This is an optimization exercise on Yosys and OpenROAD, whose aim is small area, not a production implementation.
Power figures rest on the tool's default switching activity, not on a simulated workload.

==> flow/design.v (excerpt) <==
module drive_state_fsm #(
    parameter [31:0] EXCL_CLS   = 32'h0000_0064, EXCL_INST   = 32'h0000_0001, EXCL_ATTR   = 32'h0000_2000,
    parameter [31:0] CW_CLS     = 32'h0000_0064, CW_INST     = 32'h0000_0001, CW_ATTR     = 32'h0000_6040,
    parameter [31:0] SW_CLS     = 32'h0000_0064, SW_INST     = 32'h0000_0001, SW_ATTR     = 32'h0000_6041,
    parameter [31:0] OPMODE_CLS = 32'h0000_0064, OPMODE_INST = 32'h0000_0001, OPMODE_ATTR = 32'h0000_6060,
    parameter [31:0] JOG_CLS    = 32'h0000_0065, JOG_INST    = 32'h0000_0002, JOG_ATTR    = 32'h0000_2101,
    parameter [31:0] JOGVEL_CLS = 32'h0000_0065, JOGVEL_INST = 32'h0000_0002, JOGVEL_ATTR = 32'h0000_60FF,
    parameter [31:0] POLL_TICKS        = 32'd100,    
    parameter [31:0] RETRY_DELAY_TICKS = 32'd500
) (
    input  wire        clk,
    input  wire        rst,             
    input  wire        tick,
    input  wire        cmd_valid,
    input  wire [63:0] cmd_word,
    output wire        cmd_ready,
    output reg         done,
    output wire [3:0]  res_code,
    output reg  [3:0]  res_op,
    output reg  [7:0]  res_detail,
    output reg  [15:0] res_sw,
    output reg         res_sw_valid,
  ...
Size: about 1,000 cells after synthesis, roughly 280 I/O pins, ~0.0086 mm² of cells after synthesis.
export LEC_CHECK = 0
export CAP_MARGIN = 20
export CORE_MARGIN = 2
export CORE_UTILIZATION = 40
export PLACE_DENSITY = 0.6
export SLEW_MARGIN = 20
export BUFFER_PORTS_ARGS = -buffer_cell sky130_fd_sc_hd__buf_1
export CTS_ARGS = -sink_clustering_enable -repair_clock_nets -dont_use_dummy_load -buf_list sky130_fd_sc_hd__clkbuf_8
create_clock -name core_clock -period 10.0 [get_ports {clk}]
standard.sh (not shown) runs the stock make flow with config.mk's settings and CLKGATE_MAP_FILE= SYNTH_SCRIPT=/design/flow/synth_recipe.tcl, a recipe that flattens the netlist after the stock synthesis.
==> flow/flow/run.sh <==
#!/bin/bash
# Own layout flow: the standard flow (standard.sh, unchanged synthesis),
# with the port buffers made from the smallest buffer cell and a leaner clock tree.
set -euo pipefail
cat >> config.mk <<'EOC'
export BUFFER_PORTS_ARGS = -buffer_cell sky130_fd_sc_hd__buf_1
export CTS_ARGS = -sink_clustering_enable -repair_clock_nets -dont_use_dummy_load -buf_list sky130_fd_sc_hd__clkbuf_8
EOC
bash standard.sh > standard.log 2>&1
The starting point completed without violations.
Change:
--- a/flow/design.v
+++ b/flow/design.v
@@ -47,14 +47,15 @@
     reg  [2:0]  op;         
     reg         slp;        
     reg         enrd;       
     reg  [1:0]  k;          
     reg  [2:0]  mask;       
     reg  [7:0]  n;          
     reg  [31:0] W;          
+    reg  [7:0]  B;          
     reg  [31:0] C;          
     reg  [8:0]  P;          
     reg         tz;         
     reg         ld;         
     reg         Cov;        
     reg         stop_fail;
     reg  [2:0]  rc;
@@ -78,56 +79,37 @@
             4'd4:    w_legal = z_z && z_hi;
             4'd7:    w_legal = z_z && z_h && (cmd_word[15:13] == 3'd0);
             default: w_legal = 1'b0;
         endcase
     end
     wire accept = cmd_valid && !busy;
     wire rsp    = rsp_valid && busy && !slp;
-    wire wake   = tick && slp && (&P);
+    wire wake   = tick && slp && (P == 9'd1);
     wire is_en   = (op == OP_ENABLE);
     wire wact    = (op == OP_WAITB) || (is_en && enrd);    
     wire rd_req  = wact || (op == OP_RDSTAT);              
     wire rd_sw   = rsp_ok && rsp_len[1];
     wire rd_enc  = rsp_ok && (rsp_len == 2'd1);
-    wire [7:0] B      = C[23:16];
-    wire [3:0] wb_sel = is_en ? {2'b00, k - 2'd1} : {mask[1:0], k};
-    wire       wb_tgt = is_en | mask[2];
+    wire [3:0] wb_sel = is_en ? {2'b00, k - 2'd1} : B[3:0];
+    wire       wb_tgt = is_en | B[4];
     wire rd_match = rd_sw && (rsp_data[wb_sel] == wb_tgt);
     wire [31:0] Cm   = ld ? ~W : C;
     reg  [32:0] cy;
     reg  [31:0] Cn;
     integer     i;
     always @(*) begin
         cy[0] = tick && wact;
         for (i = 0; i < 32; i = i + 1) begin
             Cn[i]   = Cm[i] ^ cy[i];
             cy[i+1] = Cm[i] & cy[i];
         end
     end
     wire        dl   = Cov | (&C[31:1]);    
     wire [2:0]  mask_n = rsp_ok ? mask : (mask | {k == 2'd3, k == 2'd2, k == 2'd1});
-    wire        n_up = wake && !(&n);
-    reg  [8:0]  Pn;
-    reg  [7:0]  n_inc;
-    reg  [9:0]  pcy;
-    reg  [8:0]  ncy;
-    always @(*) begin
-        pcy[0] = tick && slp;
-        for (i = 0; i < 9; i = i + 1) begin
-            Pn[i]    = P[i] ^ pcy[i];
-            pcy[i+1] = P[i] & pcy[i];
-        end
-        ncy[0] = n_up;
-        for (i = 0; i < 8; i = i + 1) begin
-            n_inc[i] = n[i] ^ ncy[i];
-            ncy[i+1] = n[i] & ncy[i];
-        end
-    end
-    localparam [8:0] P_POLL  = 9'd0 - POLL_TICKS[8:0];
-    localparam [8:0] P_RETRY = 9'd0 - RETRY_DELAY_TICKS[8:0];
+    wire [7:0]  n_inc  = n + {7'd0, ~&n};
     localparam [2:0] R_EXCL = 3'd0, R_CW = 3'd1, R_SW = 3'd2, R_OPMODE = 3'd3,
                      R_JOG = 3'd4, R_JOGVEL = 3'd5;
     reg [2:0] rsel;
     always @(*) begin
         req_write = 1'b1;
         req_len   = 3'd2;
         req_data  = 32'd0;
@@ -187,28 +169,28 @@
         op_n      = op;
         slp_n     = slp;
         enrd_n    = enrd;
         ld_n      = 1'b0;
         issue     = 1'b0;
         k_n       = k;
         mask_nx   = mask;
-        n_n       = n_inc;
+        n_n       = n;
         phase_n   = phase;
         sf_n      = stop_fail;
         lswv_clr  = 1'b0;
         slp_ld    = 1'b0;
         slp_retry = 1'b0;
         fin       = 1'b0;
         f_rc      = RC_OK;
         f_op      = {1'b0, op};
         f_det     = 8'd0;
         f_cap     = 1'b0;
         if (accept) begin
-            k_n     = (w_opc[2:0] == OP_WAITB) ? cmd_word[9:8] : 2'd1;
-            mask_nx = cmd_word[12:10];
+            k_n     = 2'd1;
+            mask_nx = 3'd0;
             n_n     = 8'd1;
             enrd_n  = 1'b0;
             f_op    = w_opc;
             if (!w_legal) begin
                 fin  = 1'b1;
                 f_rc = RC_ILLEGAL;
             end else begin
@@ -332,22 +314,22 @@
                         end
                     end
                 end
             endcase
         end else if (wake) begin
             slp_n = 1'b0;
             if (op == OP_TRIG) begin
-                issue = 1'b1;
+                n_n = n + 8'd1; issue = 1'b1;
             end else begin
                 f_cap = 1'b1;
                 f_det = is_en ? {6'd0, k} : n;
                 if (dl) begin
                     fin = 1'b1; f_rc = RC_TIMEOUT;
                 end else begin
-                    issue = 1'b1;
+                    n_n = n_inc; issue = 1'b1;
                 end
             end
         end
         if (fin) begin
             op_n  = OP_NONE;
             slp_n = 1'b0;
         end
@@ -355,25 +337,26 @@
     always @(posedge clk) begin
         ld   <= ld_n;
         k    <= k_n;
         mask <= mask_nx;
         n    <= n_n;
         if (accept) begin
             W  <= cmd_word[63:32];
+            B  <= cmd_word[15:8];
             tz <= z_hi;
         end
         if (accept)
-            C[23:0] <= {cmd_word[15:8], cmd_word[31:16]};
+            C[15:0] <= cmd_word[31:16];
         else
             C <= Cn;
         Cov <= ~ld & (Cov | cy[32]);
         if (slp_ld)
-            P <= slp_retry ? P_RETRY : P_POLL;
-        else
-            P <= Pn;
+            P <= slp_retry ? RETRY_DELAY_TICKS[8:0] : POLL_TICKS[8:0];
+        else if (tick && slp)
+            P <= P - 9'd1;
     end
     always @(posedge clk) begin
         if (rst) begin
             op            <= OP_NONE;
             slp           <= 1'b0;
             enrd          <= 1'b0;
             phase         <= PH_IDLE;
Outcome: The changed run passed the timing, design-rule and antenna checks; hold slack gets better by 0.022 ns; die area rises by 5.3%; synthesized area rises by 5.4%; synthesized cell count falls by 1.5%; clock power rises by about 2%; cell area rises by 4.4%; critical path depth is unchanged; routed wire length stays flat; flip-flop and latch count rises by 8; final cell count falls by 0.49%; worst setup slack gets better by 0.065 ns; global-route usage falls by 0.92 points.
No run of this note included a check of the RTL's function; only the layout flow was run.

-- static timing again, ports no longer ideal --
The flow's constraints put no driver on any port. The routed layouts listed below were extracted and timed again, unchanged, in two steps. Step 1 assumes that a clkbuf_16 drives the clock port and a buf_2 every other input. Step 2 adds t to the input delays and takes it off the output delays; t is the mean of the earliest and latest rising clock arrival at the registers after step 1. Input paths then give back, and output paths get back, about the clock's delay inside the block. a / b / c = ideal ports / drivers / drivers and shift; a / b = the first two.
| run | shift t [ns] | setup slack, ns | worst hold slack (ns) | worst slew at a driven data input, ns | pins driven straight from the clock port |
|---|---|---|---|---|---|
| the first run | 0.479 | 1.975 / 1.987 / 1.508 | 0.449 / 0.449 / 0.449 | 0.07 | 1 |
| the second run | 0.496 | 2.040 / 2.047 / 1.551 | 0.471 / 0.471 / 0.471 | 0.07 | 1 |
After both steps setup and hold are still met in every run listed. The setup slack of the second run, which loses most, moves by +0.007 ns with the drivers and by -0.489 ns with both steps.
